Background: an optimization exercise with open tools, aiming at small area, a short achievable clock period and few clock cycles. Do not read the settings as production practice. In this exercise RTL edits were held to simulation tests only and were not proved equivalent to the original. Power and IR drop assume default switching activity.

--- flow/design.v ---
module st7032_encoder (
    input  wire        clk,
    input  wire        rst,         
    input  wire        cmd_valid,
    output reg         cmd_ready,
    input  wire [15:0] cmd_word,
    input  wire [15:0] cmd_len,
    input  wire        pay_valid,
    output wire        pay_ready,
    input  wire [7:0]  pay_data,
    output reg         rsp_valid,
    output reg  [2:0]  rsp_result,
    output wire [7:0]  rsp_data,
    output wire [3:0]  rsp_step,
    output reg         ev_valid,
    input  wire        ev_ready,
    output wire [2:0]  ev_kind,
    output wire [7:0]  ev_data,
    input  wire        ev_ok,
    input  wire [7:0]  ev_rdata
);
    localparam [2:0] EV_CFG   = 3'd0;
    localparam [2:0] EV_BEGIN = 3'd1;
    localparam [2:0] EV_WRITE = 3'd2;
    localparam [2:0] EV_END   = 3'd3;
    localparam [2:0] EV_REQ   = 3'd4;
    localparam [2:0] EV_WAIT  = 3'd5;
    localparam [2:0] R_OK        = 3'd0;
    localparam [2:0] R_IGNORED   = 3'd1;
    localparam [2:0] R_NOT_READY = 3'd2;
    localparam [2:0] R_BUS_ERROR = 3'd3;
    localparam [2:0] R_READ_FAIL = 3'd4;
    localparam [2:0] R_INVALID   = 3'd5;
    localparam integer I_CFG   = 0;
    localparam integer I_BEGIN = 1;
    localparam integer I_WSEL  = 2;
    localparam integer I_WBYTE = 3;
    localparam integer I_END   = 4;
    localparam integer I_REQ   = 5;
    localparam integer I_WAIT  = 6;
    localparam [6:0] S_CFG   = 7'd1 << I_CFG;
    localparam [6:0] S_BEGIN = 7'd1 << I_BEGIN;
    localparam [6:0] S_WSEL  = 7'd1 << I_WSEL;
    localparam [6:0] S_WBYTE = 7'd1 << I_WBYTE;
    localparam [6:0] S_END   = 7'd1 << I_END;
    localparam [6:0] S_REQ   = 7'd1 << I_REQ;
    localparam [6:0] S_WAIT  = 7'd1 << I_WAIT;
    reg [6:0]  st;          
    reg [3:0]  op;          
    reg        ready;       
    reg        lines2;      
    reg [7:0]  b;           
    reg [15:0] c;           
    reg        pm;          
    reg        dv;          
    reg        sf;          
    wire busy = !cmd_ready;
    wire idle = cmd_ready;
    wire is_init  = (op == 4'h0);
    wire is_avail = (op == 4'h1);
    wire is_pseq  = (op == 4'h3);
    wire is_data  = (op[3:1] == 3'b001);
    wire in_write = st[I_WSEL] || st[I_WBYTE];
    assign ev_kind   = {st[I_REQ] || st[I_WAIT],
                        in_write || st[I_END],
                        st[I_BEGIN] || st[I_END] || st[I_WAIT]};
    assign ev_data   = b;
    reg        pmw, pmv;
    assign pay_ready = (pmw && ev_ready) || pmv;
    assign rsp_data  = b & {8{dv}};
    assign rsp_step  = ~c[3:0] & {4{sf}};
    wire [3:0] w_op = cmd_word[15:12];
    wire [2:0] w_f  = cmd_word[10:8];
    wire [7:0] w_a  = cmd_word[7:0];
    wire w_is2  = (w_op == 4'h2);
    wire w_isA  = (w_op == 4'hA);
    wire w_isB  = (w_op == 4'hB);
    wire w_is7  = (w_op == 4'h7);
    wire w_is6  = (w_op == 4'h6);
    wire w_use_alo = w_is2 || w_isA || w_isB;                  
    wire w_use_a7  = w_is2 || w_isB;                           
    wire w_use_f0  = (w_op == 4'h0) || w_is6 || w_is7 ||
                     (w_op == 4'h8) || (w_op == 4'h9) || w_isB;
    wire w_use_f1  = w_is6 || w_is7;
    wire w_invalid = cmd_word[11] || (w_op == 4'hF) ||
                     ((|w_a[6:0]) && !w_use_alo) || (w_a[7] && !w_use_a7) ||
                     (w_f[0] && !w_use_f0) || (w_f[1] && !w_use_f1) ||
                     (w_f[2] && !w_is7);
    wire w_open   = (w_op[3:1] == 3'b000);    
    wire w_notrdy = !w_open && !ready;
    wire w_ignore = (w_op == 4'hB) && w_f[0] && !lines2;
    wire w_run    = !w_invalid && !w_notrdy && !w_ignore;
    wire w_init   = (w_op == 4'h0) && !w_invalid;
    wire [2:0] w_res = w_invalid ? R_INVALID : w_notrdy ? R_NOT_READY :
                       w_ignore ? R_IGNORED : R_OK;
    wire [6:0] w_st  = (w_op == 4'h0) ? S_CFG : (w_op[3:2] == 2'b11) ? S_REQ : S_BEGIN;
    wire [2:0] c_f = c[10:8];
    wire [7:0] c_a = c[7:0];
    reg  [7:0] cbyte;
    always @(*) begin
        case (op)
            4'h0: begin
                case (~c[3:0])
                    4'd1:    cbyte = 8'h38;
                    4'd2:    cbyte = 8'h39;
                    4'd3:    cbyte = 8'h14;
                    4'd4:    cbyte = 8'h79;
                    4'd5:    cbyte = 8'h50;
                    4'd6:    cbyte = 8'h6C;
                    4'd7:    cbyte = 8'h0C;
                    4'd8:    cbyte = 8'h01;
                    default: cbyte = 8'h06;
                endcase
            end
            4'h2:    cbyte = c_a;
            4'h4:    cbyte = 8'h01;
            4'h5:    cbyte = 8'h02;
            4'h6:    cbyte = {6'b000001, c_f[1:0]};
            4'h7:    cbyte = {5'b00001, c_f};
            4'h8:    cbyte = {5'b00011, c_f[0], 2'b00};
            4'h9:    cbyte = {5'b00010, c_f[0], 2'b00};
            4'hA:    cbyte = {1'b1, c_a[6:0]};
            default: cbyte = {1'b1, c_a[6] ^ c_f[0], c_a[5:0]};
        endcase
    end
    reg [7:0] rd_byte;
    always @(*) begin
        case (op[1:0])
            2'b00:   rd_byte = ev_rdata;                   
            2'b01:   rd_byte = {7'b0, ev_rdata[7]};        
            default: rd_byte = {1'b0, ev_rdata[6:0]};      
        endcase
    end
    wire step1 = (c[3:0] == ~4'd1);
    wire step9 = (c[3:0] == ~4'd9);
    wire err   = rsp_result[0];           
    wire acc  = cmd_valid && cmd_ready;
    wire fire = ev_valid && ev_ready;
    wire take = pay_valid && pay_ready;
    wire f_cfg   = fire && st[I_CFG];
    wire f_begin = fire && st[I_BEGIN];
    wire f_write = fire && in_write;
    wire f_end   = fire && st[I_END];
    wire f_req   = fire && st[I_REQ];
    wire f_wait  = fire && st[I_WAIT];
    wire f_wait1 = f_wait && b[1:0] == 2'd1;
    wire f_wait2 = f_wait && b[1:0] == 2'd2;
    wire f_wait3 = f_wait && b[1:0] == 2'd3;
    wire f_cbyte   = f_write && st[I_WSEL] && !is_pseq;
    wire pay_wait  = f_write && !take && pm;
    wire init_adv  = (f_wait1 && is_init && !err && !step1 && !step9) || f_wait2;
    wire init_bad  = f_wait1 && is_init && err;
    wire done = f_req || f_wait3 || (f_end && (is_avail || is_data)) ||
                (f_wait1 && (!is_init || err));
    always @(posedge clk) begin
        if (rst) begin
            cmd_ready <= 1'b1;
            rsp_valid <= 1'b0;
        end else if (acc) begin
            cmd_ready <= !w_run;
            rsp_valid <= !w_run;
        end else if (done) begin
            cmd_ready <= 1'b1;
            rsp_valid <= 1'b1;
        end
    end
    wire v_n = rst ? 1'b0 : acc ? w_run : (done || pay_wait) ? 1'b0 :
               take ? 1'b1 : ev_valid;
    always @(posedge clk)
        ev_valid <= v_n;
    always @(posedge clk) begin
        if (rst)
            ready <= 1'b0;
        else if (acc && w_init)
            ready <= 1'b0;
        else if (f_wait3)
            ready <= 1'b1;
    end
    always @(posedge clk)
        if (acc && w_init)
            lines2 <= w_f[0];
    always @(posedge clk)
        if (idle)
            op <= w_op;
    always @(posedge clk)
        if (idle)
            st <= w_st;
        else if (f_cfg || init_adv)
            st <= S_BEGIN;
        else if (f_begin)
            st <= is_avail ? S_END : S_WSEL;
        else if (f_write)
            st <= (take || pm || f_cbyte) ? S_WBYTE : S_END;
        else if (f_end)
            st <= S_WAIT;
    always @(posedge clk)
        if (acc)
            rsp_result <= w_res;
        else if (f_req)
            rsp_result <= {!ev_ok, 2'b00};
        else if (f_end)
            rsp_result <= {1'b0, {2{!is_avail && !ev_ok}}};
    always @(posedge clk)
        if (acc)
            dv <= 1'b0;
        else if (f_req)
            dv <= ev_ok;
        else if (f_end)
            dv <= is_avail;
    always @(posedge clk)
        if (acc)
            sf <= 1'b0;
        else if (init_bad)
            sf <= 1'b1;
    wire pm_n = rst ? 1'b0 : acc ? (w_run && (w_op == 4'h3) && (cmd_len != 16'd0)) :
                take ? (c != 16'd1) : pm;
    always @(posedge clk) begin
        pm  <= pm_n;
        pmw <= pm_n && !acc && (in_write || f_begin);
        pmv <= pm_n && !v_n;
    end
    wire        dec = take || init_adv;
    wire [15:0] cz;                       
    assign cz[0] = 1'b1;
    genvar gi;
    generate
        for (gi = 1; gi < 16; gi = gi + 1) begin : g_cz
            assign cz[gi] = cz[gi - 1] && !c[gi - 1];
        end
    endgenerate
    wire [15:0] w_c = (w_op == 4'h3) ? cmd_len :
                      {cmd_len[15:11], cmd_word[10:4], cmd_word[3:1] | {3{w_op == 4'h0}}, cmd_word[0]};
    wire [15:0] c_dec = c ^ (cz & {16{dec}});
    always @(posedge clk) begin
        c[15:4] <= idle ? w_c[15:4] : c_dec[15:4];
        c[3:0]  <= acc  ? w_c[3:0]  : c_dec[3:0];     
    end
    wire ld_sel  = f_begin;
    wire ld_3e   = acc || init_adv;
    wire ld_w    = f_end;                 
    wire ld_w23  = f_wait1 && is_init && (step1 || step9);
    wire b_hold  = !(ld_3e || ld_sel || f_cbyte || take || ld_w || ld_w23 || f_req);
    always @(posedge clk)
        b <= ({8{ld_3e}}             & 8'h3E)                     |
             ({8{ld_sel}}            & {1'b0, is_data, 6'b0})     |
             ({8{f_cbyte}}           & cbyte)                     |
             ({8{take}}              & pay_data)                  |
             ({8{ld_w}}              & {7'b0, ev_ok || !is_avail}) |
             ({8{ld_w23}}            & {6'b0, 1'b1, step9})      |
             ({8{f_req}}             & rd_byte)                   |
             ({8{b_hold}}            & b);
endmodule
--- flow/flow/run.sh ---
#!/bin/bash
set -euo pipefail
cd "$(dirname "$0")/.."
export BUFFER_PORTS_ARGS="-buffer_cell sky130_fd_sc_hd__buf_1"
DU="sky130_fd_sc_hd__probe_p_8 sky130_fd_sc_hd__probec_p_8 sky130_fd_sc_hd__lpflow_bleeder_1 sky130_fd_sc_hd__lpflow_clkbufkapwr_1 sky130_fd_sc_hd__lpflow_clkbufkapwr_16 sky130_fd_sc_hd__lpflow_clkbufkapwr_2 sky130_fd_sc_hd__lpflow_clkbufkapwr_4 sky130_fd_sc_hd__lpflow_clkbufkapwr_8 sky130_fd_sc_hd__lpflow_clkinvkapwr_1 sky130_fd_sc_hd__lpflow_clkinvkapwr_16 sky130_fd_sc_hd__lpflow_clkinvkapwr_2 sky130_fd_sc_hd__lpflow_clkinvkapwr_4 sky130_fd_sc_hd__lpflow_clkinvkapwr_8 sky130_fd_sc_hd__lpflow_decapkapwr_12 sky130_fd_sc_hd__lpflow_decapkapwr_3 sky130_fd_sc_hd__lpflow_decapkapwr_4 sky130_fd_sc_hd__lpflow_decapkapwr_6 sky130_fd_sc_hd__lpflow_decapkapwr_8 sky130_fd_sc_hd__lpflow_inputiso0n_1 sky130_fd_sc_hd__lpflow_inputiso0p_1 sky130_fd_sc_hd__lpflow_inputiso1n_1 sky130_fd_sc_hd__lpflow_inputiso1p_1 sky130_fd_sc_hd__lpflow_inputisolatch_1 sky130_fd_sc_hd__lpflow_isobufsrc_1 sky130_fd_sc_hd__lpflow_isobufsrc_16 sky130_fd_sc_hd__lpflow_isobufsrc_2 sky130_fd_sc_hd__lpflow_isobufsrc_4 sky130_fd_sc_hd__lpflow_isobufsrc_8 sky130_fd_sc_hd__lpflow_isobufsrckapwr_16 sky130_fd_sc_hd__lpflow_lsbuf_lh_hl_isowell_tap_1 sky130_fd_sc_hd__lpflow_lsbuf_lh_hl_isowell_tap_2 sky130_fd_sc_hd__lpflow_lsbuf_lh_hl_isowell_tap_4 sky130_fd_sc_hd__lpflow_lsbuf_lh_isowell_4 sky130_fd_sc_hd__lpflow_lsbuf_lh_isowell_tap_1 sky130_fd_sc_hd__lpflow_lsbuf_lh_isowell_tap_2 sky130_fd_sc_hd__lpflow_lsbuf_lh_isowell_tap_4"
for c in or4_1 or4_2 or4_4 or4b_1 or4b_2 or4b_4 or4bb_1 or4bb_2 or4bb_4 nor4_1 nor4_2 nor4_4 nor4b_1 nor4b_2 nor4b_4 nor4bb_1 nor4bb_2 nor4bb_4 or3_1 or3_2 or3_4 or3b_1 or3b_2 or3b_4; do
  DU="$DU sky130_fd_sc_hd__$c"
done
bash standard.sh "DONT_USE_CELLS=$DU" finish > make_finish.log 2>&1
--- flow/standard.sh ---
#!/bin/bash
# synth_recipe.tcl (not shown) runs the flow's synth.tcl, then flattens the netlist and writes it again
# the make line also repeats each setting of config.mk as NAME=value (left out here)
make -C /OpenROAD-flow-scripts/flow DESIGN_CONFIG=/design/flow/config.mk WORK_HOME=/design/flow/orfs CLKGATE_MAP_FILE= SYNTH_SCRIPT=/design/flow/synth_recipe.tcl "${@:-finish}"
--- flow/config.mk ---
export PLATFORM = sky130hd
export DESIGN_NAME = st7032_encoder
export DESIGN_NICKNAME = st7032_encoder
export VERILOG_FILES = /design/flow/design.v
export SDC_FILE = /design/flow/constraint.sdc
export NUM_CORES = 4
export LEC_CHECK = 0
export CAP_MARGIN = 20
export CORE_MARGIN = 2
export CORE_UTILIZATION = 40
export SETUP_SLACK_MARGIN = 1.8
export SLEW_MARGIN = 20
export TNS_END_PERCENT = 0
--- flow/constraint.sdc ---
create_clock -name core_clock -period 4.0 [get_ports {clk}]
set_input_delay 0.8000 -clock core_clock [delete_from_list [all_inputs] [get_ports {clk}]]
set_output_delay 0.8000 -clock core_clock [all_outputs]
set_load 0.01 [all_outputs]
==> flow_metrics.tcl, run 1 <==
set metrics [dict create \
    cp_max_fo 10 \
    drc 0 \
    yosysSeqAreaShare_pct 34.46 \
    cts_buffers 5 \
    p_switching_uw 301.5 \
    async_flop_share_pct 0 \
    core-area_sq_mm 0.007767 \
    hold_path_class "reg2reg" \
    tns_ns 0 \
    max_stage_delay_ns 0.45 \
    startpoint "cmd_word[13]" \
    max_clock_freq_mhz 460.0 \
    arrival_ns 2.20 \
    share_comb_of_total_power_pct 16.8 \
    num_antenna_cells 0 \
    wl_um 9204 \
    synth_ff_type "dfxtp_1" \
    yosysUniqueCellTypes 61 \
    vias_per_cell 5.537 \
    power_leakage_nw 1.437 \
    pwr-share-seq_pct 53.2 \
    drtIter0Drc 249 \
    crit_buf_inv 1 \
    synth_seq_cells 48 \
    cpMaxStageDelayCell "a221oi_4" \
    synth_edf_count 15 \
    cap_viol_max_count 0 \
    synth_area_sq_mm 0.003224 \
    h-tree-depth 2 \
    cts_sinks 48 \
    mostFrequentLayoutCells "81 x buf_1, 55 x nor2_1, 43 x nand2_1, 31 x dfxtp_1, 24 x a21oi_1" \
    setup_viol 0 \
    p_sw_share_pct 29.09 \
    vias 3195 \
    r2r_cells 9 \
    powerDensity_mw_per_mm2 278.5 \
    grt_pass1_wl_um 14800 \
    wl_per_cell_um 15.95 \
    path_delay_family "compound AO/OA/AOI/OAI gates" \
    cp.required_ns 4.03 \
    rrSetupSlack_ns 1.88 \
    grt_setup_unrepaired "true" \
    fin_nets 535 \
    power.share.clock_pct 30.0 \
    critical_path_class "in2reg" \
    r2r-start "c[0]$_DFF_P_" \
    first_pass_iters 5 \
    syn_nets 458 \
    area_growth_syn_to_layout_pct 15.44 \
    syn_area_per_cell_sq_um 8.122 \
    die_area_sq_mm 0.008795 \
    clock_skew_ns 0.004736 \
    tightest_slew_ns 0.5903 \
    cts_root_buf "clkbuf_8" \
    internal_power_uw 734.9 \
    period_minus_slack_ns 2.174 \
    ant_nets 0 \
    start_util_pct 41.51 \
    clockBufferDepth 2 \
    grt_pass1_vias 2937 \
    drive_gt1_share_pct 9.684 \
    grt_overflow 0 \
    place_congestion 0.8800 \
    synthCells 397 \
    irDropWorstVdd_v 0.0001431 \
    yosysWarnings 1 \
    status "timing/DRC/antenna clean" \
    antenna_found_initial 0 \
    timing.final.hold_violations 0 \
    die_y_um 93.78 \
    grtUsageTotal_pct 21.27 \
    holdPathStages 1 \
    grt_max_degree 29 \
    min_from "b[6]$_DFF_P_" \
    hpwl_um 7105 \
    holdPathEnd "b[6]$_DFF_P_" \
    clkSlewWorstSetupHoldPaths_ns 0.09 \
    period_share_pct 54.34 \
    max_slew_margin_pct 60.34 \
    path_cells "buf_1 -> nand3b_1 -> o21ai_0 -> o21bai_2 -> a221oi_4 -> and2_4" \
    final_max_slew_viol_count 0 \
    startpoint_type "input pin" \
    pin_count 84 \
    fp-row-count 32 \
    cts_tree "built" \
    die_w_um 93.78 \
    design_power_total_mw 1.036 \
    final_common_cell "buf_1" \
    r2r-end "c[15]$_DFF_P_" \
    port_buffers 83 \
    clkLatencyLatePin_ns 0.30 \
    crit_path_end_kind "flop" \
]
-- synthesized netlist by cell type, drive strengths merged, types with 3 or more instances --
cell / count / area share [%]
nor2: 56 / 6.5
nand2: 44 / 5.4
dfxtp: 33 / 20
o21ai: 25 / 3.9
a21oi: 24 / 3.7
edfxtp: 15 / 14
nor3: 15 / 2.3
and2: 13 / 2.6
inv: 12 / 1.4
clkbuf: 11 / 1.3
nand3: 10 / 1.6
nor2b: 10 / 2.2
a31oi: 9 / 1.7
buf: 9 / 1.9
mux2: 8 / 2.8
ha: 7 / 2.7
nand4: 7 / 1.4
nand4b: 7 / 1.9
o211ai: 6 / 1.6
xnor2: 6 / 1.6
xor2: 6 / 1.6
a221oi: 5 / 1.9
mux2i: 5 / 1.6
nor3b: 5 / 1.2
or2: 5 / 0.97
a221o: 4 / 1.2
and3: 4 / 0.82
a211oi: 3 / 0.70
a21o: 3 / 0.74
nand2b: 3 / 0.58
-- power groups by stage --
stage	Sequential (mW)	Clock [mW]	Combinational, mW
2_1_floorplan	0.546	0	0.123
3_3_place_gp	0.567	0	0.162
3_5_place_dp	0.567	0	0.162
4_1_cts	0.555	0.318	0.164
5_1_grt	0.556	0.332	0.198
6_report	0.552	0.311	0.174
-- worst max-delay path by stage --
stage / end / slack, ns / depth (start not counted)
after global routing: c[8]$_DFF_P_ / 1.66 / 9
after global placement: c[7]$_DFF_P_ / 1.43 / 8
after detailed placement: lines2$_DFFE_PP_ / 1.38 / 6
after floorplan: lines2$_DFFE_PP_ / 1.71 / 6
after CTS: c[8]$_DFF_P_ / 1.72 / 8
final: lines2$_DFFE_PP_ / 1.83 / 6
-- registers in the layout, summed over array words and instances, names as in the netlist, 3 cells and up --
name,flops
op,4
rsp_result,3
st,7
b,8
c,16
-- cell families after synthesis --
| kind of cell | count (synthesis) | synth area share [%] |
|---|---|---|
| simple gates | 184 | 28.60 |
| compound gates | 101 | 22.04 |
| flops | 48 | 34.46 |
| buf+inv | 32 | 4.579 |
| mux | 13 | 4.346 |
| xor+xnor | 12 | 3.260 |
| fa+ha+maj | 7 | 2.716 |
-- stage by stage --
stage          cells  instance area (sq um)  hold slack (ns)  util, %  worst slack, ns
2_1_floorplan    397                   3226           0.4713        -            1.706
3_3_place_gp     564                   3577           0.4595    46.05            1.429
3_5_place_dp     564                   3577           0.4676    46.05            1.380
4_1_cts          572                   3674           0.4892    47.29            1.719
5_1_grt          577                   3722           0.5294    47.92            1.656
6_report         577                   3722           0.4844    47.92            1.826
-- cell type report --
cell class	count	area (sq um)
Timing Repair Buffer	90	366.6
Multi-Input combinational cell	317	1976
Clock inverter	1	7.507
Tap cell	102	127.6
Inverter	12	45.04
Sequential cell	48	1114
Fill cell	782	4045
Clock buffer	7	86.33
-- what timing repair did --
item	CTS	global route
resized for setup	2	6
endpoints found under the hold margin	0	0
setup buffers	0	5
endpoints found under the setup margin	23	38
hold buffers	0	0
-- layer usage --
layer / track usage [%] / routed length, um
met1: 30.30 / 4455
met2: 33.39 / 4014
met3: 3.451 / 597
met4: 5.556 / 137
met5: 0 / 0
Testbench counts, summed over its fixed seeds: cycles 6,320.
==> inputs of run 2 (changes only) <==
--- a/flow/config.mk
+++ b/flow/config.mk
@@ -10,4 +10,3 @@
 export CORE_UTILIZATION = 40
 export SETUP_SLACK_MARGIN = 1.8
 export SLEW_MARGIN = 20
-export TNS_END_PERCENT = 0
==> run 2 against run 1 <==
Compared with the run above:
- synthesized cell count stayed put
- global-route usage down 0.19 points
- combinational power barely moved
- cell count grew 0.87%
- total power fell by 0.57%
- first-iteration DRC count is 31% lower
- non-clock buffer count up 5
- sequential share of layout area shrank 0.29 points
- die area unchanged
- count of clock-buffer cells in the layout is 2 lower
- critical path type unchanged
- critical endpoint unchanged
- largest power group unchanged
==> flow_metrics.tcl, run 2 <==
set metrics [dict create \
    internal_power_uw 717.6 \
    status "timing/DRC/antenna clean" \
    fin_nets 540 \
    crit_buf_inv 1 \
    tightest_slew_ns 0.6548 \
    synth.most_common_cell "nor2_1" \
    path_delay_family "compound AO/OA/AOI/OAI gates" \
    synth_top_area_cell "dfxtp_1" \
    largest_register_ffs 16 \
    irDropWorstVdd_v 0.0001399 \
    rrSetupSlack_ns 1.96 \
    power_leakage_nw 1.472 \
    max_slew_margin_pct 56.01 \
    num_antenna_cells 0 \
    cts_hold_buffers 0 \
    vias_per_cell 5.540 \
    place_congestion 0.8812 \
    share_comb_of_total_power_pct 17.0 \
    period_share_pct 52.86 \
    clock_skew_ns 0.009531 \
    pwr-share-seq_pct 53.5 \
    path_cells "clkbuf_4 -> nor2b_4 -> a2111oi_4 -> o21bai_2 -> a221oi_4 -> and2_4" \
    drtIter0Drc 173 \
    cts_sinks 48 \
    synth_area_sq_mm 0.003224 \
    powerDensity_mw_per_mm2 273.8 \
    first_pass_iters 4 \
    holdPathStages 2 \
    multiInputGateArea_sq_mm 0.001979 \
    grt_overflow 0 \
    grt_max_degree 28 \
    grt_pass1_wl_um 14610 \
    clkLatencyLatePin_ns 0.31 \
    syn_area_per_cell_sq_um 8.122 \
    arrival_ns 2.16 \
    cts_tree "built" \
    wl_per_cell_um 16.18 \
    top_regs "c x16, b x8, st x7" \
    vias 3224 \
    max_stage_delay_ns 0.44 \
    final-seq-area_sq_mm 0.001115 \
    synth_ff_type "dfxtp_1" \
    ant_nets 0 \
    hold_path_class "reg2reg" \
    drive_gt1_share_pct 11.46 \
    synth_seq_cells 48 \
    timing.final.hold_violations 0 \
    die_area_sq_mm 0.008795 \
    synth_edf_count 15 \
    area_growth_syn_to_layout_pct 16.72 \
    drc 0 \
    core-area_sq_mm 0.007767 \
    die_w_um 93.78 \
    period_minus_slack_ns 2.115 \
    critical_path_class "in2reg" \
    p_switching_uw 313.0 \
    r2r-end "b[2]$_DFF_P_" \
    cpMaxStageDelayCell "a221oi_4" \
    hpwl_um 7293 \
    synth_commonest_cells "56 x nor2_1, 43 x nand2_1, 33 x dfxtp_1, 24 x a21oi_1, 24 x o21ai_0" \
    grtUsageTotal_pct 21.08 \
    min_from "b[5]$_DFF_P_" \
    tns_ns 0 \
    yosysWarnings 1 \
    fill_cells 832 \
    cts_root_buf "clkbuf_8" \
    yosysSeqAreaShare_pct 34.46 \
    max_clock_freq_mhz 472.9 \
    antenna_found_initial 0 \
    setup_viol 0 \
    syn_nets 458 \
    r2r_cells 5 \
    grt_setup_unrepaired "false" \
    regMostFlops "c" \
    synth_top_area_share_pct 20.49 \
    cap_viol_max_count 0 \
    clkSlewWorstSetupHoldPaths_ns 0.10 \
    r2r-start "op[0]$_DFFE_PP_" \
    cts_buffers 5 \
    die_y_um 93.78 \
    grt_pass1_vias 2834 \
    holdPathEnd "b[5]$_DFF_P_" \
    start_util_pct 41.51 \
    crit_path_end_kind "flop" \
    netlist_top_cells_area "dfxtp_1 20%, edfxtp_1 14%, nor2_1 6.5%" \
    post_dp_cell_area_sq_mm 0.003585 \
    final_max_slew_viol_count 0 \
    port_buffers 83 \
    power.share.clock_pct 29.5 \
    startpoint_type "input pin" \
    pin_count 84 \
    mostFrequentLayoutCells "78 x buf_1, 55 x nor2_1, 43 x nand2_1, 32 x dfxtp_1, 24 x a21oi_1" \
    stdcell_area_sq_mm 0.003764 \
    p_sw_share_pct 30.37 \
    cp_max_fo 8 \
    yosysUniqueCellTypes 61 \
    wl_um 9415 \
    h-tree-depth 2 \
    async_flop_share_pct 0 \
    synthCells 397 \
    fp-row-count 32 \
    final_common_cell "buf_1" \
    clockBufferDepth 2 \
    cp.required_ns 4.04 \
]
-- run 2: per-layer routing --
layer	GRT usage, %	up-vias	share of wire [%]
met1	30.43	1492	47
met2	33.69	123	45
li1	-	1603	-
met4	4.589	0	0.80
met5	0	-	0
met3	2.648	6	6.4
-- run 2: worst max path at each step --
stage               depth (start not counted)    startpoint  slack (ns)                to
detailed placement                          7  cmd_word[12]        1.37        pm$_DFF_P_
global placement                            8      ev_ready        1.41      c[8]$_DFF_P_
global route                                9  c[0]$_DFF_P_        1.78      c[8]$_DFF_P_
CTS                                         5  cmd_word[13]        1.80      c[5]$_DFF_P_
floorplan                                   6  cmd_word[12]        1.71  lines2$_DFFE_PP_
finish                                      6  cmd_word[12]        1.89  lines2$_DFFE_PP_
-- run 2: tightest hold or removal path, delay by kind of cell, from the launching register on --
| kind | cells | cell delay, ns |
|---|---|---|
| AND/OR/NAND/NOR | 1 | 0.05 |
| flip-flops | 1 | 0.33 |
| AO/OA/AOI/OAI | 1 | 0.07 |
-- run 2: stage by stage --
stage | power (mW) | hold WS (ns) | cells | worst slack [ns] | utilization, %
after global placement | 0.7278 | 0.4585 | 565 | 1.410 | 46.15
after global routing | 1.079 | 0.5122 | 582 | 1.781 | 48.45
after floorplan | 0.6689 | 0.4713 | 397 | 1.706 | -
after detailed placement | 0.7289 | 0.4728 | 565 | 1.370 | 46.15
after CTS | 1.027 | 0.4963 | 573 | 1.803 | 47.36
final | 1.031 | 0.4963 | 582 | 1.885 | 48.45
-- run 2: logic make-up (layout without fill, tap and decap cells) --
logic type,after synthesis,in the layout,synth area share [%]
adders and majority gates,7,7,2.716
and+or+nand+nor,184,184,28.60
DFF,48,48,34.46
xor gates and xnor gates,12,12,3.260
AOI/OAI and AO/OA,101,101,22.04
buffers and inverters,32,115,4.579
muxes,13,13,4.346
-- run 2: final cells by class --
class / count / area share [%]
clock inverters: 3 / 0.4654
well taps: 102 / 3.391
flip-flops and latches: 48 / 29.62
multi-input cells: 317 / 52.59
clock buffers: 5 / 1.828
repair buffers: 95 / 10.90
inverters: 12 / 1.197
-- run 2: timing repair --
action,4_1_cts,5_1_grt
pin swaps,0,4
setup buffers,0,9
endpoints found under the setup margin,14,34
resized for setup,5,12
-- run 2: power by group through the flow --
stage	registers [mW]	clock network [mW]	logic, mW
after floorplan	0.546	0	0.123
after global placement	0.566	0	0.162
after detailed placement	0.566	0	0.163
after CTS	0.555	0.307	0.165
after global routing	0.555	0.326	0.198
final	0.552	0.304	0.175
==> inputs of run 3 (changes only) <==
--- a/flow/config.mk
+++ b/flow/config.mk
@@ -10,3 +10,4 @@
 export CORE_UTILIZATION = 40
 export SETUP_SLACK_MARGIN = 1.8
 export SLEW_MARGIN = 20
+export TNS_END_PERCENT = 50
==> run 3 against run 2 <==
Compared with the run above:
- sequential power barely moved
- cell count rose by 0.69%
- synthesized area did not move
- register-to-register slack got worse by 0.07 ns
- first-iteration DRC count rose by 14%
- wire length fell by 0.96%
- hold slack got worse by 0.012 ns
- clock skew fell by 0.0065 ns
- clock power rose by 3%
- sequential cell count did not move
- via count fell by 0.37%
- die area did not move
- critical endpoint is now c[6]$_DFF_P_
- largest cell class unchanged
==> flow_metrics.tcl, run 3 <==
set metrics [dict create \
    synth_area_sq_mm 0.003224 \
    hold_path_class "reg2reg" \
    die_y_um 93.78 \
    fin_nets 544 \
    tightest_slew_ns 0.5670 \
    syn_nets 458 \
    synth.most_common_cell "nor2_1" \
    startpoint_type "input pin" \
    cts_tree "built" \
    hpwl_um 7105 \
    async_flop_share_pct 0 \
    place_congestion 0.8800 \
    yosysWarnings 1 \
    powerDensity_mw_per_mm2 273.0 \
    cp.required_ns 4.19 \
    antenna_found_initial 0 \
    grt_pass1_vias 2938 \
    clkSlewWorstSetupHoldPaths_ns 0.09 \
    grt_max_degree 29 \
    dp_slack_ns 1.380 \
    wl_per_cell_um 15.91 \
    tns_ns 0 \
    cts_sinks 48 \
    drive_gt1_share_pct 13.02 \
    synth_commonest_cells "56 x nor2_1, 43 x nand2_1, 33 x dfxtp_1, 24 x a21oi_1, 24 x o21ai_0" \
    fp-row-count 32 \
    core-area_sq_mm 0.007767 \
    start_util_pct 41.51 \
    min_from "b[6]$_DFF_P_" \
    arrival_ns 2.33 \
    grtUsageTotal_pct 21.29 \
    synth_top_area_cell "dfxtp_1" \
    timing.final.hold_violations 0 \
    h-tree-depth 2 \
    r2r-end "c[6]$_DFF_P_" \
    period_minus_slack_ns 2.141 \
    clockBufferDepth 2 \
    r2r-start "c[0]$_DFF_P_" \
    power_leakage_nw 1.484 \
    final_common_cell "buf_1" \
    port_buffers 83 \
    pin_count 84 \
    holdPathStages 1 \
    syn_area_per_cell_sq_um 8.122 \
    wl_um 9325 \
    drc 0 \
    synth_seq_cells 48 \
    critical_path_class "in2reg" \
    die_w_um 93.78 \
    holdPathEnd "b[6]$_DFF_P_" \
    first_pass_iters 4 \
    regMostFlops "c" \
    synthCells 397 \
    rrSetupSlack_ns 1.89 \
    grt_overflow 0 \
    top_regs "c x16, b x8, st x7" \
    cp_max_fo 5 \
    drtIter0Drc 198 \
    grt_setup_unrepaired "true" \
    vias 3212 \
    num_antenna_cells 0 \
    stdcell_area_sq_mm 0.003849 \
    irDropWorstVdd_v 0.0001492 \
    fill_cells 767 \
    synth_ff_type "dfxtp_1" \
    ant_nets 0 \
    cts_hold_buffers 0 \
    cts_buffers 5 \
    post_dp_cell_area_sq_mm 0.003577 \
    yosysUniqueCellTypes 61 \
    mostFrequentLayoutCells "79 x buf_1, 55 x nor2_1, 43 x nand2_1, 31 x dfxtp_1" \
    clock_skew_ns 0.003049 \
    area_growth_syn_to_layout_pct 19.36 \
    setup_slack_ns 1.859 \
    max_slew_margin_pct 62.15 \
    netlist_top_cells_area "dfxtp_1 20%, edfxtp_1 14%, nor2_1 6.5%" \
    largest_register_ffs 16 \
    clkLatencyLatePin_ns 0.30 \
    cts_root_buf "clkbuf_8" \
    cap_viol_max_count 0 \
    yosysSeqAreaShare_pct 34.46 \
    period_share_pct 53.52 \
    die_area_sq_mm 0.008795 \
    r2r_cells 9 \
    max_clock_freq_mhz 467.1 \
    synth_top_area_share_pct 20.49 \
    final_max_slew_viol_count 0 \
    crit_path_end_kind "flop" \
    status "timing/DRC/antenna clean" \
    synth_edf_count 15 \
    vias_per_cell 5.481 \
    setup_viol 0 \
    grt_pass1_wl_um 14810 \
    hold-worst-slack_ns 0.4843 \
]
## run 3: cell counts after synthesis
Identical to the previous run, type by type.
## run 3: area by class of cell
cell class              instances  area (sq um)  area share (%)
clock buffers                   7         86.33           2.243
clock inverters                 1         7.507          0.1951
inverters                      12         48.80           1.268
multi-input cells             317          2016           52.37
flip-flops and latches         48          1116           29.00
well taps                     102         127.6           3.316
repair buffers                 99         446.7           11.61
## run 3: per-stage QoR
step	cells	utilization (%)	power, mW
5_1_grt	586	49.55	1.098
3_3_place_gp	564	46.05	0.7288
4_1_cts	572	47.44	1.038
3_5_place_dp	564	46.05	0.7288
6_report	586	49.55	1.051
2_1_floorplan	397	-	0.6689
## run 3: how the worst max path moves through the flow
| stage | start | end | slack (ns) | cells after the start |
|---|---|---|---|---|
| 6_report | ev_ready | c[6]$_DFF_P_ | 1.86 | 8 |
| 5_1_grt | c[0]$_DFF_P_ | c[5]$_DFF_P_ | 1.77 | 9 |
| 4_1_cts | op[3]$_DFFE_PP_ | b[7]$_DFF_P_ | 1.82 | 5 |
| 3_5_place_dp | cmd_word[12] | lines2$_DFFE_PP_ | 1.38 | 6 |
| 3_3_place_gp | ev_ready | c[7]$_DFF_P_ | 1.43 | 8 |
| 2_1_floorplan | cmd_word[12] | lines2$_DFFE_PP_ | 1.71 | 6 |
## run 3: logic make-up (layout without fill, tap and decap cells)
logic type | after synthesis | after routing | synth area share (%)
flops | 48 | 48 | 34.46
buf+inv | 32 | 119 | 4.579
fa+ha+maj | 7 | 7 | 2.716
compound gates | 101 | 101 | 22.04
mux | 13 | 13 | 4.346
simple gates | 184 | 184 | 28.60
xor+xnor | 12 | 12 | 3.260
## run 3: what timing repair did
item                                    4_1_cts  5_1_grt
cloned                                        0        1
pin swaps                                     0        5
resized for setup                             7       17
endpoints found under the setup margin       23       30
buffers inserted                              0       13
## run 3: critical path, cell delays in order
cell and delay, ns:
buf_4 0.10, and4_4 0.23, nand4_1 0.22, a31oi_4 0.27, clkdlybuf4s15_2 0.30, nand2_1 0.09, o21ai_0 0.21, a31oi_1 0.11
## run 3: layer usage
layer	part of all wire, %	track usage (%)	vias up
li1	-	-	1610
met1	49	30.35	1467
met2	44	33.39	125
met3	6.2	3.451	10
met4	1.3	5.556	0
met5	0	0	-
## run 3: power breakdown
| group | leakage, nW | internal (mW) | switching [mW] |
|---|---|---|---|
| clock network | 0.0445 | 0.141 | 0.172 |
| logic | 1.00 | 0.0825 | 0.105 |
| registers | 0.435 | 0.520 | 0.0314 |
==> inputs of run 4 (changes only) <==
--- a/flow/config.mk
+++ b/flow/config.mk
@@ -5,9 +5,8 @@
 export SDC_FILE = /design/flow/constraint.sdc
 export NUM_CORES = 4
 export LEC_CHECK = 0
-export CAP_MARGIN = 20
+export CAP_MARGIN = 0
 export CORE_MARGIN = 2
 export CORE_UTILIZATION = 40
 export SETUP_SLACK_MARGIN = 1.8
-export SLEW_MARGIN = 20
-export TNS_END_PERCENT = 50
+export SLEW_MARGIN = 0
==> run 4 against run 3 <==
Compared with the run above:
- critical path type unchanged
- global-route usage is 0.21 points lower
- count of clock-buffer cells in the layout is 2 lower
- core utilization is 1.1 points lower
- synthesized cell count stayed put
- critical path depth is 2 lower
- critical endpoint is now lines2$_DFFE_PP_
- sequential cell count stayed put
- largest power group unchanged
==> flow_metrics.tcl, run 4 <==
set metrics [dict create \
    status "timing/DRC/antenna clean" \
    hold_path_class "reg2reg" \
    clkLatencyLatePin_ns 0.31 \
    cp_max_fo 8 \
    yosysUniqueCellTypes 61 \
    wl_um 9415 \
    grtUsageTotal_pct 21.08 \
    synth_ff_type "dfxtp_1" \
    yosysSeqAreaShare_pct 34.46 \
    setup_viol 0 \
    cts_buffers 5 \
    hold-worst-slack_ns 0.4963 \
    port_buffers 83 \
    period_share_pct 52.86 \
    synth_area_sq_mm 0.003224 \
    ant_nets 0 \
    power_leakage_nw 1.472 \
    grt_pass1_vias 2834 \
    synthCells 397 \
    clock_skew_ns 0.009531 \
    grt_max_degree 28 \
    final_max_slew_viol_count 0 \
    hpwl_um 7293 \
    cts_root_buf "clkbuf_8" \
    h-tree-depth 2 \
    max_slew_margin_pct 56.01 \
    vias 3224 \
    path_cells "clkbuf_4 -> nor2b_4 -> a2111oi_4 -> o21bai_2 -> a221oi_4 -> and2_4" \
    period_minus_slack_ns 2.115 \
    max_clock_freq_mhz 472.9 \
    core-area_sq_mm 0.007767 \
    stdcell_count 582 \
    p_sw_share_pct 30.37 \
    cts_tree "built" \
    top_regs "c x16, b x8, st x7" \
    critical_path_class "in2reg" \
    p_switching_uw 313.0 \
    regMostFlops "c" \
    syn_nets 458 \
    fill_cells 832 \
    share_comb_of_total_power_pct 17.0 \
    multiInputGateArea_sq_mm 0.001979 \
    max_stage_delay_ns 0.44 \
    pin_count 84 \
    mostFrequentLayoutCells "78 x buf_1, 55 x nor2_1, 43 x nand2_1, 32 x dfxtp_1, 24 x a21oi_1" \
    final_common_cell "buf_1" \
    tns_ns 0 \
    final-seq-area_sq_mm 0.001115 \
    tightest_slew_ns 0.6548 \
    crit_buf_inv 1 \
    grt_overflow 0 \
    powerDensity_mw_per_mm2 273.8 \
    power.share.clock_pct 29.5 \
    synth_edf_count 15 \
    die_area_sq_mm 0.008795 \
    arrival_ns 2.16 \
    fp-row-count 32 \
    area_growth_syn_to_layout_pct 16.72 \
    num_antenna_cells 0 \
    antenna_found_initial 0 \
    internal_power_uw 717.6 \
    netlist_top_cells_area "dfxtp_1 20%, edfxtp_1 14%, nor2_1 6.5%" \
    place_congestion 0.8812 \
    cp.required_ns 4.04 \
    crit_path_end_kind "flop" \
    die_y_um 93.78 \
    drtIter0Drc 173 \
    drc 0 \
    clockBufferDepth 2 \
    async_flop_share_pct 0 \
    cts_sinks 48 \
    synth_top_area_share_pct 20.49 \
    synth_commonest_cells "56 x nor2_1, 43 x nand2_1, 33 x dfxtp_1, 24 x a21oi_1, 24 x o21ai_0" \
    grt_pass1_wl_um 14610 \
    die_w_um 93.78 \
    first_pass_iters 4 \
    timing.final.hold_violations 0 \
    drive_gt1_share_pct 11.46 \
    cap_viol_max_count 0 \
    yosysWarnings 1 \
    fin_nets 540 \
    largest_register_ffs 16 \
    vias_per_cell 5.540 \
    start_util_pct 41.51 \
    synth.most_common_cell "nor2_1" \
    clkSlewWorstSetupHoldPaths_ns 0.10 \
    syn_area_per_cell_sq_um 8.122 \
    synth_top_area_cell "dfxtp_1" \
    synth_seq_cells 48 \
    grt_setup_unrepaired "false" \
    pwr-share-seq_pct 53.5 \
    cpMaxStageDelayCell "a221oi_4" \
    irDropWorstVdd_v 0.0001399 \
    cts_hold_buffers 0 \
    startpoint_type "input pin" \
    wl_per_cell_um 16.18 \
    path_delay_family "compound AO/OA/AOI/OAI gates" \
    dpl.cell_count 565 \
]
==> run 4: cell counts after synthesis <==
Identical to the previous run, type by type.
==> run 4: final timing paths <==
kind	start	end	slack, ns	cells past startpoint
setup / recovery	cmd_word[12]	lines2$_DFFE_PP_	1.89	6
hold / removal	b[5]$_DFF_P_	b[5]$_DFF_P_	0.50	2
setup reg to reg	op[0]$_DFFE_PP_	b[2]$_DFF_P_	1.96	5
hold reg to reg	b[5]$_DFF_P_	b[5]$_DFF_P_	0.50	2
==> run 4: layer usage <==
| layer | track usage, % | routed length, um |
|---|---|---|
| met5 | 0 | 0 |
| met4 | 4.589 | 75 |
| met3 | 2.648 | 598 |
| met2 | 33.69 | 4271 |
| met1 | 30.43 | 4470 |
==> run 4: power groups by stage <==
stage / combinational [mW] / clock [mW] / sequential, mW
6_report: 0.175 / 0.304 / 0.552
5_1_grt: 0.198 / 0.326 / 0.555
4_1_cts: 0.165 / 0.307 / 0.555
3_5_place_dp: 0.163 / 0 / 0.566
3_3_place_gp: 0.162 / 0 / 0.566
2_1_floorplan: 0.123 / 0 / 0.546
==> run 4: kinds of logic (layout without fill, tap and decap cells) <==
logic type,Yosys count,after routing,synth area share (%)
AOI/OAI and AO/OA,101,101,22.04
xor gates and xnor gates,12,12,3.260
adders and majority gates,7,7,2.716
buffers and inverters,32,115,4.579
DFF,48,48,34.46
muxes,13,13,4.346
and+or+nand+nor,184,184,28.60
==> run 4: worst min-delay path: cells and delay by family (launching register included) <==
family	cells	cell delay [ns]
flops	1	0.33
compound gates	1	0.07
simple gates	1	0.05
==> run 4: layout make-up <==
type,count,share of cell area (%)
inverters,12,1.197
well taps,102,3.391
clock inverters,3,0.4654
flip-flops and latches,48,29.62
clock buffers,5,1.828
multi-input cells,317,52.59
repair buffers,95,10.90
==> run 4: per-stage QoR <==
stage | util, % | area [sq um] | setup slack, ns | total power [mW]
finish | 48.45 | 3764 | 1.885 | 1.031
global route | 48.45 | 3764 | 1.781 | 1.079
CTS | 47.36 | 3679 | 1.803 | 1.027
detailed placement | 46.15 | 3585 | 1.370 | 0.7289
global placement | 46.15 | 3585 | 1.410 | 0.7278
floorplan | - | 3226 | 1.706 | 0.6689
==> run 4: what timing repair did <==
| action | in CTS | in global routing |
|---|---|---|
| buffers inserted | 0 | 9 |
| pin swaps | 0 | 4 |
| endpoints found under the hold margin | 0 | 0 |
| gates resized for setup | 5 | 12 |
| setup endpoints to repair | 14 | 34 |
==> inputs of run 5 (changes only) <==
--- a/flow/config.mk
+++ b/flow/config.mk
@@ -5,8 +5,8 @@
 export SDC_FILE = /design/flow/constraint.sdc
 export NUM_CORES = 4
 export LEC_CHECK = 0
-export CAP_MARGIN = 0
+export CAP_MARGIN = 20
 export CORE_MARGIN = 2
 export CORE_UTILIZATION = 40
-export SETUP_SLACK_MARGIN = 1.8
-export SLEW_MARGIN = 0
+export SETUP_SLACK_MARGIN = 1.85
+export SLEW_MARGIN = 20
==> run 5 against run 4 <==
Compared with the run above:
- sequential cell count unchanged
- via count increased by 1.0%
- hold slack got worse by 0.0096 ns
- clock power about the same
- register-to-register slack got worse by 0.03 ns
- clock skew decreased by 0.0050 ns
- sequential share of layout area decreased by 0.43 points
- total power about the same
- highest routed layer unchanged
==> flow_metrics.tcl, run 5 <==
set metrics [dict create \
    worstSetupEndpoint "st[3]$_SDFFCE_PP0P_" \
    die_y_um 93.78 \
    grt_max_degree 28 \
    yosysUniqueCellTypes 61 \
    synth_area_sq_mm 0.003224 \
    synth_commonest_cells "56 x nor2_1, 43 x nand2_1, 33 x dfxtp_1, 24 x a21oi_1, 24 x o21ai_0" \
    power_leakage_nw 1.494 \
    start_util_pct 41.51 \
    path_delay_family "simple AND/OR/NAND/NOR gates" \
    wl_per_cell_um 15.96 \
    netlist_top_cells_area "dfxtp_1 20%, edfxtp_1 14%, nor2_1 6.5%" \
    vias 3257 \
    vias_per_cell 5.558 \
    crit_buf_inv 2 \
    irDropWorstVdd_v 0.0001510 \
    first_pass_iters 6 \
    status "timing/DRC/antenna clean" \
    drive_gt1_share_pct 13.64 \
    cp_max_fo 7 \
    cpMostUsedCell "buf_4" \
    syn_nets 458 \
    tns_ns 0 \
    path_cells "buf_4 -> and4_4 -> nand4_1 -> buf_4 -> and3_1 -> o21a_1 -> nand2_1" \
    clkSlewWorstSetupHoldPaths_ns 0.09 \
    regMostFlops "c" \
    ant_nets 0 \
    place_congestion 0.8919 \
    hpwl_um 7259 \
    cts_buffers 5 \
    setup_viol 0 \
    mostFrequentLayoutCells "78 x buf_1, 54 x nor2_1, 43 x nand2_1, 31 x dfxtp_1" \
    syn_area_per_cell_sq_um 8.122 \
    area_growth_syn_to_layout_pct 18.59 \
    port_buffers 83 \
    r2r-end "st[3]$_SDFFCE_PP0P_" \
    tightest_slew_ns 0.5429 \
    max_stage_delay_ns 0.25 \
    arrival_ns 2.09 \
    path_depth 7 \
    synthCells 397 \
    drc 0 \
    synth_edf_count 15 \
    grt_setup_unrepaired "false" \
    die_w_um 93.78 \
    async_flop_share_pct 0 \
    max_slew_margin_pct 63.76 \
    dp_slack_ns 1.378 \
    synth_seq_cells 48 \
    met2_usage_pct 33.39 \
    crit_path_end_kind "flop" \
    synth_top_area_share_pct 20.49 \
    r2r_cells 6 \
    powerDensity_mw_per_mm2 269.6 \
    synth_top_area_cell "dfxtp_1" \
    cp.required_ns 3.99 \
    cap_viol_max_count 0 \
    r2r-start "op[1]$_DFFE_PP_" \
    fp-row-count 32 \
    cts_sinks 48 \
    period_minus_slack_ns 2.097 \
    startpoint_type "input pin" \
    max_clock_freq_mhz 476.8 \
    final_max_slew_viol_count 0 \
    setup_slack_ns 1.903 \
    grt_use_met3_pct 2.970 \
    wl_um 9351 \
    pin_count 84 \
    drtIter0Drc 220 \
    num_antenna_cells 0 \
    clockBufferDepth 2 \
    clkLatencyLatePin_ns 0.31 \
    grtUsageMet1_pct 30.41 \
    cts_root_buf "clkbuf_8" \
    die_area_sq_mm 0.008795 \
    synth.most_common_cell "nor2_1" \
    top_usage_layer "met2" \
    synth_ff_type "dfxtp_1" \
    h-tree-depth 2 \
    grtUsageTotal_pct 21.07 \
    top_regs "c x16, b x8, st x7" \
    cts_tree "built" \
    startpoint "ev_ready" \
    core-area_sq_mm 0.007767 \
    rrSetupSlack_ns 1.93 \
    grt_pass1_wl_um 14680 \
    critical_path_class "in2reg" \
    fin_nets 544 \
    yosysSeqAreaShare_pct 34.46 \
    period_share_pct 52.43 \
    hold_path_class "reg2reg" \
    cpMaxStageDelayCell "nand2_1" \
    antenna_found_initial 0 \
    clock_skew_ns 0.004539 \
    grt_overflow 0 \
    grt_pass1_vias 2880 \
    final_common_cell "buf_1" \
    largest_register_ffs 16 \
    timing.final.hold_violations 0 \
    yosysWarnings 1 \
]
run 5: cell count changes in the layout (fill, tap and decap cells not counted), sizes merged:
cell and change:
clkbuf -1, buf +5
run 5: cell type report:
type	count	area, sq um
fill	790	3944
sequential	48	1116
inverter	12	45.04
clock buffer	5	68.82
tap	102	127.6
clock inverter	3	17.52
timing repair buffer	99	444.2
multi-input combinational	317	2004
run 5: worst min path at each step:
stage / start / slack [ns] / end / depth (start not counted)
CTS: b[6]$_DFF_P_ / 0.49 / b[6]$_DFF_P_ / 1
detailed placement: b[6]$_DFF_P_ / 0.47 / b[6]$_DFF_P_ / 1
global placement: b[6]$_DFF_P_ / 0.46 / b[6]$_DFF_P_ / 1
finish: b[6]$_DFF_P_ / 0.49 / b[6]$_DFF_P_ / 1
global route: b[6]$_DFF_P_ / 0.53 / b[6]$_DFF_P_ / 1
floorplan: sf$_SDFFE_PP0P_ / 0.47 / sf$_SDFFE_PP0P_ / 2
run 5: routing by layer:
| metal | wire length [um] | up-vias | part of all wire (%) |
|---|---|---|---|
| li1 | - | 1613 | - |
| met1 | 4349 | 1497 | 47 |
| met2 | 4245 | 138 | 45 |
| met3 | 654 | 9 | 7.0 |
| met4 | 102 | 0 | 1.1 |
| met5 | 0 | - | 0 |
run 5: through the flow:
step | total power [mW] | hold WS [ns] | std cells | instance area (sq um) | utilization (%)
6_report | 1.031 | 0.4867 | 586 | 3824 | 49.23
5_1_grt | 1.084 | 0.5295 | 586 | 3824 | 49.23
4_1_cts | 1.027 | 0.4893 | 579 | 3736 | 48.10
3_5_place_dp | 0.7277 | 0.4670 | 565 | 3585 | 46.15
3_3_place_gp | 0.7274 | 0.4591 | 565 | 3585 | 46.15
2_1_floorplan | 0.6693 | 0.4713 | 397 | 3232 | -
run 5: kinds of logic after synthesis:
group,Yosys count,synth area share [%]
AOI/OAI and AO/OA,101,22.04
buffers and inverters,32,4.579
and+or+nand+nor,184,28.60
DFF,48,34.46
xor gates and xnor gates,12,3.260
adders and majority gates,7,2.716
muxes,13,4.346
run 5: power by group:
part / switching, mW / internal (mW) / leakage [nW]
clock: 0.178 / 0.123 / 0.0460
sequential: 0.0293 / 0.520 / 0.436
combinational: 0.103 / 0.0774 / 1.01
run 5: worst register-to-register path, delay by kind of cell, from the launching register on:
kind	cells	cell delay, ns
buf+inv	1	0.20
simple gates	4	0.96
flops	1	0.47
compound gates	1	0.13
run 5: timing repair:
item	4_1_cts	5_1_grt
hold buffers	0	0
gates resized for setup	9	18
buffers inserted	6	6
endpoints found under the setup margin	32	28
gates cloned	0	1
pin swaps	1	5
==> inputs of run 6 (changes only) <==
--- a/flow/config.mk
+++ b/flow/config.mk
@@ -8,5 +8,5 @@
 export CAP_MARGIN = 20
 export CORE_MARGIN = 2
 export CORE_UTILIZATION = 40
-export SETUP_SLACK_MARGIN = 1.85
+export SETUP_SLACK_MARGIN = 2.0
 export SLEW_MARGIN = 20
==> run 6 against run 5 <==
Compared with the run above:
- still clean
- final area is 8.6% higher
- synthesized cell count unchanged
- global-route usage grew 0.57 points
- wire length rose by 4.6%
- hold slack improved by 0.0088 ns
- via count up 3.8%
- non-clock buffer count up 19
- critical path depth is 4 lower
- worst setup slack better by 0.093 ns
- sequential cell count is the same
- synthesized area did not move
- critical endpoint is now pay_ready
- largest power group unchanged
==> flow_metrics.tcl, run 6 <==
set metrics [dict create \
    status "timing/DRC/antenna clean" \
    setup_viol 0 \
    tns_ns 0 \
    grt_pass1_vias 2954 \
    irDropWorstVdd_v 0.0001322 \
    async_flop_share_pct 0 \
    port_buffers 83 \
    path_cells "buf_8 -> a21o_1 -> buf_2" \
    cap_viol_max_count 0 \
    grtUsageTotal_pct 21.63 \
    synth_ff_type "dfxtp_1" \
    synth_top_area_cell "dfxtp_1" \
    synth.most_common_cell "nor2_1" \
    synth_area_sq_mm 0.003224 \
    cpMaxStageDelayCell "a21o_1" \
    path_depth 3 \
    clkLatencyLatePin_ns 0.31 \
    r2r_cells 9 \
    ant_nets 0 \
    hold_path_class "reg2reg" \
    area_growth_syn_to_layout_pct 28.79 \
    period_minus_slack_ns 2.005 \
    power_leakage_nw 1.654 \
    die_y_um 93.78 \
    cp_max_fo 4 \
    startpoint_type "input pin" \
    fp-row-count 32 \
    h-tree-depth 2 \
    place_congestion 0.8796 \
    r2r-end "c[6]$_DFF_P_" \
    yosysUniqueCellTypes 61 \
    syn_nets 458 \
    wl_um 9780 \
    fin_nets 563 \
    path_delay_family "buffers and inverters" \
    final_max_slew_viol_count 0 \
    syn_area_per_cell_sq_um 8.122 \
    clkSlewWorstSetupHoldPaths_ns 0.09 \
    critical_path_class "in2out" \
    timing.final.hold_violations 0 \
    grt_overflow 0 \
    vias_per_cell 5.588 \
    max_slew_margin_pct 72.16 \
    drtIter0Drc 211 \
    yosysSeqAreaShare_pct 34.46 \
    mostFrequentLayoutCells "75 x buf_1, 52 x nor2_1, 42 x nand2_1, 34 x buf_4, 28 x dfxtp_1" \
    fill_cells 764 \
    tightest_slew_ns 0.4161 \
    post_dp_cell_area_sq_mm 0.003597 \
    synth_commonest_cells "56 x nor2_1, 43 x nand2_1, 33 x dfxtp_1, 24 x a21oi_1, 24 x o21ai_0" \
    vias 3381 \
    netlist_top_cells_area "dfxtp_1 20%, edfxtp_1 14%, nor2_1 6.5%" \
    cts_tree "built" \
    regMostFlops "c" \
    startpoint "ev_ready" \
    clockBufferDepth 2 \
    hpwl_um 7050 \
    largest_register_ffs 16 \
    wl_per_cell_um 16.17 \
    final_common_cell "buf_1" \
    rrSetupSlack_ns 2.00 \
    period_share_pct 50.11 \
    synth_seq_cells 48 \
    crit_buf_inv 2 \
    drive_gt1_share_pct 20.87 \
    grt_max_degree 28 \
    synthCells 397 \
    arrival_ns 1.20 \
    powerDensity_mw_per_mm2 286.4 \
    antenna_found_initial 0 \
    stdcell_area_sq_mm 0.004153 \
    start_util_pct 41.51 \
    synth_edf_count 15 \
    synth_top_area_share_pct 20.49 \
    die_w_um 93.78 \
    grt_setup_unrepaired "true" \
    clock_skew_ns 0.01027 \
    max_clock_freq_mhz 498.9 \
    worstSetupEndpoint "pay_ready" \
    pin_count 84 \
    num_antenna_cells 0 \
    r2r-start "c[0]$_DFF_P_" \
    cts_buffers 5 \
    die_area_sq_mm 0.008795 \
    grt_pass1_wl_um 15070 \
    cts_sinks 48 \
    drc 0 \
    cts_root_buf "clkbuf_8" \
    core-area_sq_mm 0.007767 \
    cp.required_ns 3.20 \
    first_pass_iters 5 \
    crit_path_end_kind "output pin" \
    max_stage_delay_ns 0.17 \
    top_regs "c x16, b x8, st x7" \
    yosysWarnings 1 \
]
## run 6: area by class of cell
class	count	area, sq um	area share, %
clock buffers	5	68.82	1.657
clock inverters	3	68.82	1.657
inverters	12	52.55	1.265
multi-input cells	317	2087	50.26
flip-flops and latches	48	1120	26.97
well taps	102	127.6	3.073
repair buffers	118	628.1	15.13
## run 6: kinds of logic (layout without fill, tap and decap cells)
kind of cell	count (synthesis)	count (layout)	share of synthesized area (%)
flops	48	48	34.46
compound gates	101	101	22.04
mux	13	13	4.346
xor+xnor	12	12	3.260
simple gates	184	184	28.60
buf+inv	32	138	4.579
fa+ha+maj	7	7	2.716
## run 6: routing by layer
metal	part of all wire [%]	vias up	global-route usage, %
li1	-	1650	-
met1	45	1520	31.27
met2	44	178	33.33
met3	7.0	33	3.050
met4	3.3	0	6.643
met5	0	-	0
## run 6: through the flow
stage          hold WS, ns  setup slack [ns]  total power [mW]  util (%)  cells
3_5_place_dp        0.4693             1.399            0.7292     46.31    565
6_report            0.4955             1.995             1.189     53.46    605
2_1_floorplan       0.4713             1.709            0.6694         -    397
4_1_cts             0.4928             1.971             1.167     50.50    592
5_1_grt             0.5213             1.951             1.239     53.46    605
3_3_place_gp        0.4596             1.440            0.7277     46.31    565
## run 6: power by group
group          switching, mW  internal (mW)
sequential            0.0316          0.520
combinational          0.112         0.0942
clock                  0.179          0.252
total                  0.323          0.866
## run 6: worst min-delay path by stage
stage	from	end	slack, ns	cells after the start
after global routing	b[4]$_DFF_P_	b[4]$_DFF_P_	0.52	1
after floorplan	sf$_SDFFE_PP0P_	sf$_SDFFE_PP0P_	0.47	2
after global placement	b[6]$_DFF_P_	b[6]$_DFF_P_	0.46	1
final	b[4]$_DFF_P_	b[4]$_DFF_P_	0.50	1
after detailed placement	b[6]$_DFF_P_	b[6]$_DFF_P_	0.47	1
after CTS	b[6]$_DFF_P_	b[6]$_DFF_P_	0.49	1
## run 6: worst reg2reg max path: stages, from the launching register on
cell,delay (ns)
dfxtp_4,0.40
inv_6,0.05
ha_4,0.17
a21oi_2,0.13
nand4_1,0.25
a31oi_4,0.28
buf_6,0.16
nand4b_1,0.17
buf_4,0.19
a31oi_1,0.14
## run 6: what timing repair did
item / 4_1_cts / 5_1_grt
buffers inserted: 18 / 13
gates cloned: 1 / 0
resized for setup: 23 / 41
hold buffers: 0 / 0
pin swaps: 7 / 8
setup endpoints to repair: 45 / 37
==> inputs of run 7 (changes only) <==
--- a/flow/config.mk
+++ b/flow/config.mk
@@ -8,5 +8,5 @@
 export CAP_MARGIN = 20
 export CORE_MARGIN = 2
 export CORE_UTILIZATION = 40
-export SETUP_SLACK_MARGIN = 2.0
+export SETUP_SLACK_MARGIN = 1.95
 export SLEW_MARGIN = 20
==> run 7 against run 6 <==
Compared with the run above:
- global-route usage down 0.46 points
- still clean on timing, DRC and antenna
- worst setup slack better by 0.0046 ns
- count of clock-buffer cells in the layout unchanged
- sequential power about the same
- combinational power down 7%
- synthesized area unchanged
- non-clock buffer count down 12
- register-to-register slack better by 0.04 ns
- largest power group unchanged
- clock power down 31%
==> flow_metrics.tcl, run 7 <==
set metrics [dict create \
    final_max_slew_viol_count 0 \
    synth_ff_type "dfxtp_1" \
    timing.final.hold_violations 0 \
    max_slew_margin_pct 70.89 \
    synthMuxAreaShare_pct 4.346 \
    cp_max_fo 5 \
    wl_per_cell_um 15.80 \
    setup_viol 0 \
    rrSetupSlack_ns 2.04 \
    critical_path_class "in2out" \
    synth_top_area_cell "dfxtp_1" \
    share_comb_of_total_power_pct 18.5 \
    port_buffers 83 \
    synth_top_area_share_pct 20.49 \
    synth_seq_cells 48 \
    power_leakage_nw 1.538 \
    cts_buffers 5 \
    clockBufferDepth 2 \
    wl_um 9368 \
    cpMaxStageDelayCell "a21o_1" \
    drc 0 \
    vias_per_cell 5.523 \
    internal_power_uw 726.0 \
    mostFrequentLayoutCells "78 x buf_1, 53 x nor2_1, 42 x nand2_1, 29 x dfxtp_1" \
    cts_hold_buffers 0 \
    crit_path_end_kind "output pin" \
    hold_path_class "reg2reg" \
    yosysSeqAreaShare_pct 34.46 \
    yosysWarnings 1 \
    irDropWorstVdd_v 0.0001296 \
    drtIter0Drc 267 \
    core-area_sq_mm 0.007767 \
    vias 3275 \
    area_growth_syn_to_layout_pct 22.04 \
    max_clock_freq_mhz 500.0 \
    clkSlewWorstSetupHoldPaths_ns 0.09 \
    h-tree-depth 2 \
    yosysUniqueCellTypes 61 \
    synth_xor_area_share_pct 3.260 \
    synth_top_family_by_area "simple AND/OR/NAND/NOR gates" \
    synthCells 397 \
    die_y_um 93.78 \
    powerDensity_mw_per_mm2 263.8 \
    grt_overflow 0 \
    tightest_slew_ns 0.4360 \
    die_area_sq_mm 0.008795 \
    p_switching_uw 312.1 \
    grtUsageTotal_pct 21.17 \
    drive_gt1_share_pct 16.70 \
    num_antenna_cells 0 \
    clkLatencyLatePin_ns 0.30 \
    place_congestion 0.9045 \
    synth_commonest_cells "56 x nor2_1, 43 x nand2_1, 33 x dfxtp_1, 24 x a21oi_1, 24 x o21ai_0" \
    arrival_ns 1.20 \
    async_flop_share_pct 0 \
    die_w_um 93.78 \
    final_common_cell "buf_1" \
    fin_nets 551 \
    holdPathStages 1 \
    grt_pass1_wl_um 14810 \
    pin_count 84 \
    final_core_util_pct 50.66 \
    path_cells "buf_8 -> a21o_1 -> buf_1" \
    pwr-share-seq_pct 53.0 \
    netlist_top_cells_area "dfxtp_1 20%, edfxtp_1 14%, nor2_1 6.5%" \
    period_minus_slack_ns 2.000 \
    cts_sinks 48 \
    syn_area_per_cell_sq_um 8.122 \
    cap_viol_max_count 0 \
    antenna_found_initial 0 \
    first_pass_iters 4 \
    synth_compound_area_share_pct 22.04 \
    fp-row-count 32 \
    r2r_cells 5 \
    p_sw_share_pct 30.07 \
    synthSimpleGateAreaFrac_pct 28.60 \
    cts_tree "built" \
    synth_area_sq_mm 0.003224 \
    ant_nets 0 \
    grt_max_degree 29 \
    start_util_pct 41.51 \
    top_regs "c x16, b x8, st x7" \
    synth_adder_area_share_pct 2.716 \
    max_stage_delay_ns 0.17 \
    tns_ns 0 \
    period_share_pct 50.00 \
    clock_skew_ns 0.004775 \
    cts_root_buf "clkbuf_8" \
    status "timing/DRC/antenna clean" \
    regMostFlops "c" \
    cp.required_ns 3.20 \
    largest_register_ffs 16 \
    syn_nets 458 \
    holdPathEnd "b[6]$_DFF_P_" \
    min_from "b[6]$_DFF_P_" \
    synth_edf_count 15 \
    r2r-start "c[3]$_DFF_P_" \
    hpwl_um 7052 \
    synth.most_common_cell "nor2_1" \
    grt_pass1_vias 2896 \
    startpoint_type "input pin" \
    grt_setup_unrepaired "true" \
    r2r-end "pmv$_DFF_P_" \
    power.share.clock_pct 28.5 \
]
==> run 7: how the worst max path moves through the flow <==
| stage | start | endpoint |
|---|---|---|
| after global routing | c[0]$_DFF_P_ | c[8]$_DFF_P_ |
| final | ev_ready | pay_ready |
| after floorplan | cmd_word[12] | lines2$_DFFE_PP_ |
| after CTS | c[0]$_DFF_P_ | c[4]$_DFF_P_ |
| after detailed placement | cmd_word[12] | lines2$_DFFE_PP_ |
| after global placement | cmd_word[12] | lines2$_DFFE_PP_ |
==> run 7: through the flow <==
step	hold WS (ns)	cells	setup WS [ns]	instance area [sq um]	power [mW]
floorplan	0.4713	397	1.709	3246	0.6693
global placement	0.4596	564	1.448	3587	0.7299
detailed placement	0.4698	564	1.369	3587	0.7303
CTS	0.4921	587	1.951	3815	1.028
global route	0.5070	593	1.938	3935	1.087
finish	0.4914	593	2.000	3935	1.038
==> run 7: area by class of cell <==
cell class / count / area, sq um
Timing Repair Buffer: 106 / 510.5
Clock buffer: 5 / 68.82
Clock inverter: 3 / 17.52
Tap cell: 102 / 127.6
Sequential cell: 48 / 1121
Inverter: 12 / 48.80
Fill cell: 785 / 3832
Multi-Input combinational cell: 317 / 2041
==> run 7: routing by layer <==
layer | track usage [%] | routed length (um) | up-vias
met1 | 30.39 | 4348 | 1487
met2 | 33.51 | 4181 | 149
met3 | 3.371 | 738 | 8
met4 | 4.589 | 100 | 0
li1 | - | - | 1631
met5 | 0 | 0 | -
==> run 7: worst max-delay path, delay by kind of cell <==
kind	cells	cell delay, ns
AOI/OAI and AO/OA	1	0.17
buffers and inverters	2	0.23
==> run 7: repair_timing <==
item                                   CTS  global route
setup buffers                           14             6
pin swaps                                5             5
setup endpoints to repair               39            39
gates cloned                             1             0
endpoints found under the hold margin    0             0
gates resized for setup                 14            23
==> run 7: power groups by stage <==
stage	clock, mW	combinational (mW)	sequential (mW)
6_report	0.296	0.192	0.550
3_5_place_dp	0	0.163	0.567
5_1_grt	0.319	0.215	0.554
4_1_cts	0.302	0.177	0.549
3_3_place_gp	0	0.163	0.567
2_1_floorplan	0	0.124	0.546
==> run 7: kinds of logic (layout without fill, tap and decap cells) <==
family,Yosys count,in the layout
compound gates,101,101
xor+xnor,12,12
fa+ha+maj,7,7
buf+inv,32,126
flops,48,48
mux,13,13
simple gates,184,184

## static timing again, ports no longer ideal
Ports are ideal in the flow. The routed layouts listed here were re-timed in OpenROAD. Step 1 sets driving cells, clkbuf_16 on the clock port and buf_2 on the other inputs (assumed; they add their load-dependent delay and slew). Step 2, shift: input delay + t, output delay - t, t = (earliest + latest rising clock arrival at the registers) / 2. This alone moves slack from input paths to output paths. Slacks: ideal ports / drivers / drivers and shift; pairs: ideal ports / drivers.
run	shift t [ns]	setup WS [ns]	latest minus earliest clock arrival (ns)
run 1	0.329	1.826 / 1.826 / 1.497	0.005 / 0.005
run 2	0.338	1.885 / 1.881 / 1.559	0.010 / 0.009
run 3	0.330	1.859 / 1.865 / 1.535	0.003 / 0.003
run 4	0.338	1.885 / 1.881 / 1.559	0.010 / 0.009
run 5	0.336	1.903 / 1.911 / 1.576	0.004 / 0.005
run 6	0.338	1.995 / 1.958 / 1.652	0.010 / 0.011
run 7	0.333	2.000 / 1.962 / 1.655	0.005 / 0.004
After both steps every run listed still meets setup and hold. The setup slack of run 7, which loses most, moves by -0.038 ns with the drivers and by -0.345 ns with both steps.
